What follows belongs to an exercise in optimizing a design on an open flow for small area, a short achievable clock period and few clock cycles; a production flow would make more cautious choices. RTL that was checked went through simulation tests only; none was proved equivalent to the original.

rev 12:
Design avchrd, start of the top module:
module avchrd (
    input  wire        clk,
    input  wire        rst,
    input  wire        we,
    input  wire [5:0]  waddr,
    input  wire [31:0] wdata,
    input  wire        cmd_valid,
    input  wire [2:0]  cmd,
    input  wire [5:0]  raddr,
    output reg  [31:0] rdata,
    output wire        busy,
    output wire [2:0]  err
);
clock: 8.0 ns
lec_check: 0
cap_margin: 20
cell_pad_in_sites_detail_placement: 1
cell_pad_in_sites_global_placement: 2
core_margin: 2
core_utilization: 45
setup_slack_margin: 2.5
slew_margin: 20
standard.sh (not shown) runs the stock make flow with config.mk's settings and CLKGATE_MAP_FILE= SYNTH_SCRIPT=/design/flow/synth_recipe.tcl, a recipe that flattens the netlist after the stock synthesis.
==> flow/flow/run.sh <==
#!/bin/bash
# Standard layout, with sizing not limited to cells of the same footprint,
# the port buffers made of a plain buffer cell instead of a delay buffer, and
# a clock tree with larger sink clusters and no dummy loads.
set -euo pipefail
bash standard.sh MATCH_CELL_FOOTPRINT=0 \
    "BUFFER_PORTS_ARGS=-buffer_cell sky130_fd_sc_hd__buf_4" \
    "CTS_ARGS=-sink_clustering_enable -repair_clock_nets -dont_use_dummy_load -sink_clustering_size 24 -sink_clustering_max_diameter 60" \
    finish > standard.log 2>&1
Rev 12 reached the end of the flow, and the finished layout is clean on the timing, DRC and antenna checks.
#### Input delta (rev 13 over rev 12)
--- a/flow/design.v
+++ b/flow/design.v
@@ -28,19 +28,19 @@
     reg [2:0]  err_r;
     reg [1:0]  attr_kind [0:6];
     reg        attr_bval [0:6];    
     reg [31:0] attr_ival [1:3];    
     reg        tq_valid;           
     reg        tq_h1, tq_clk, tq_tick, tq_flg;    
     reg [3:0]  tq_pay;             
     reg        tq_c;               
     reg [4:0]  tq_xlen;            
-    reg [3:0]  tq_xoff;            
+    reg [2:0]  tq_xoff;            
     reg [7:0]  tq [2:15];
     assign busy = 1'b0;
     assign err  = err_r;
     wire acc = cmd_valid;
     wire hwe = we;
     wire        d_ip = ibuf[0][0];
     wire        d_c  = ibuf[1][7];
     wire [7:0]  d_fb = !d_ip ? ibuf[1] : (d_c ? ibuf[14] : ibuf[6]);
     wire [31:0] d_w2 = {ibuf[2], ibuf[3], ibuf[4], ibuf[5]};
@@ -154,20 +154,19 @@
                     end
                     C_RND: begin
                         tq_valid <= 1'b1;
                         tq_h1 <= r_h1; tq_clk <= r_clk;
                         tq_tick <= r_tick; tq_flg <= r_flg;
                         tq_pay <= {r_flg & r_fb[5], r_flg & r_fb[6],
                                    r_flg & r_fb[7], r_h1 & ibuf[0][7]};
                         tq_c <= d_c;
                         tq_xlen <= ilen - r_bp;
-                        tq_xoff <= {r_bp == 5'd15, r_bp == 5'd10, r_bp == 5'd7,
-                                    r_bp != 5'd15 && r_bp != 5'd10 && r_bp != 5'd7};
+                        tq_xoff <= {r_bp == 5'd15, r_bp == 5'd10, r_bp == 5'd7};
                         for (i = 2; i < 16; i = i + 1) tq[i] <= ibuf[i];
                         err_r <= E_NONE;
                     end
                     C_TOTXT: begin
                         attr_kind[0] <= A_OK; attr_bval[0] <= rec_hmv;
                         attr_kind[4] <= A_OK; attr_bval[4] <= rec_ffr;
                         attr_kind[5] <= A_OK; attr_bval[5] <= rec_tpoc;
                         attr_kind[6] <= A_OK; attr_bval[6] <= rec_p2d;
                         attr_kind[1] <= rec_n_set ? A_OK : A_ABSENT;
@@ -211,23 +210,30 @@
     wire [31:0] ob_word3 = ob_w2 ? {ob_t[15:0], ob_fb, 8'd0} : 32'd0;
     wire [3:0]  olen = ob_w0 ? 4'd2 : (ob_w1 ? 4'd7 : (ob_w2 ? 4'd15 : 4'd0));
     wire [3:0]  consumed = (cons == 2'd1) ? 4'd2 : ((cons == 2'd2) ? 4'd7 :
                            ((cons == 2'd3) ? 4'd15 : 4'd0));
     reg  [7:0] xb [0:15];
     integer j;
     always @* begin
         for (j = 0; j < 16; j = j + 1) begin
             xb[j] = 8'd0;
-            if (j < 14)  xb[j] = xb[j] | ({8{tq_xoff[0]}} & tq[2 + j]);
-            if (j < 9)   xb[j] = xb[j] | ({8{tq_xoff[1]}} & tq[7 + j]);
-            if (j < 3)   xb[j] = xb[j] | ({8{tq_xoff[2]}} & tq[10 + j]);
-            if (j == 0)  xb[j] = xb[j] | ({8{tq_xoff[3]}} & tq[15]);
-            if (j >= tq_xlen) xb[j] = 8'd0;
+            if (j < 14) begin
+                if (tq_xoff[2]) begin
+                    if (j == 0) xb[j] = tq[15];
+                end else if (tq_xoff[1]) begin
+                    if (j < 6) xb[j] = tq[10 + j];
+                end else if (tq_xoff[0]) begin
+                    if (j < 9) xb[j] = tq[7 + j];
+                end else begin
+                    xb[j] = tq[2 + j];
+                end
+                if (j >= tq_xlen) xb[j] = 8'd0;
+            end
         end
     end
     wire [6:0] t_mask = {tq_valid, tq_flg, tq_flg, tq_flg, tq_tick, tq_clk, tq_h1};
     wire [5:0] t_pay  = {tq_pay[3:1], 2'b00, tq_pay[0]};
     wire [31:0] t_n = tq_clk ? {tq[2], tq[3], tq[4], tq[5]} : 32'd0;
     wire [31:0] t_k = tq_clk ? {tq[6], tq[7], tq[8], tq[9]} : 32'd0;
     wire [31:0] t_t = !tq_tick ? 32'd0 :
                       (tq_c ? {tq[10], tq[11], tq[12], tq[13]} : {tq[2], tq[3], tq[4], tq[5]});
     wire [63:0] rsel = 64'd1 << raddr;
Results
- Rev 13: area after synthesis about 2.6% above rev 12
- Mux contribution to synthesized area, rev 12 and rev 13, higher one = rev 13.
- Compared with rev 12, rev 13 shows a area of the die that is 1800 um^2 higher.
- Rev 13 against rev 12: wire length reported by the detailed router has increased, met1 track demand over resource in global routing dropped 0.28 points, total vias in the final route went up about 3.2%.
Testbench counts of rev 13, summed over its fixed seeds: cycles 46,172.
For rev 12, only the layout was checked, not whether the RTL still works.

[port drivers added, routing unchanged]
In the flow no input, the clock included, has a driving cell. The finished layouts below were timed again as built, in two steps. Step 1 assumes that a clkbuf_16 drives the clock port and a buf_2 every other input. Step 2 moves the port delays by t, midway between the first and last clock arrival at a register: inputs arrive t later, outputs are due t later. That takes back most of the time a late clock gives input paths. Three values: no drivers, after step 1, after step 2; two values: the first two.
run | t (ns) | setup WS [ns] | latest minus earliest clock arrival (ns)
rev 12 | 0.675 | 2.369 / 2.287 / 2.287 | 0.067 / 0.066
rev 13 | 0.700 | 2.400 / 2.163 / 2.163 | 0.065 / 0.065
After both steps setup and hold are still met in every run listed. For rev 13, which loses most, drivers alone change the setup slack by -0.237 ns; drivers and shift together by -0.237 ns.
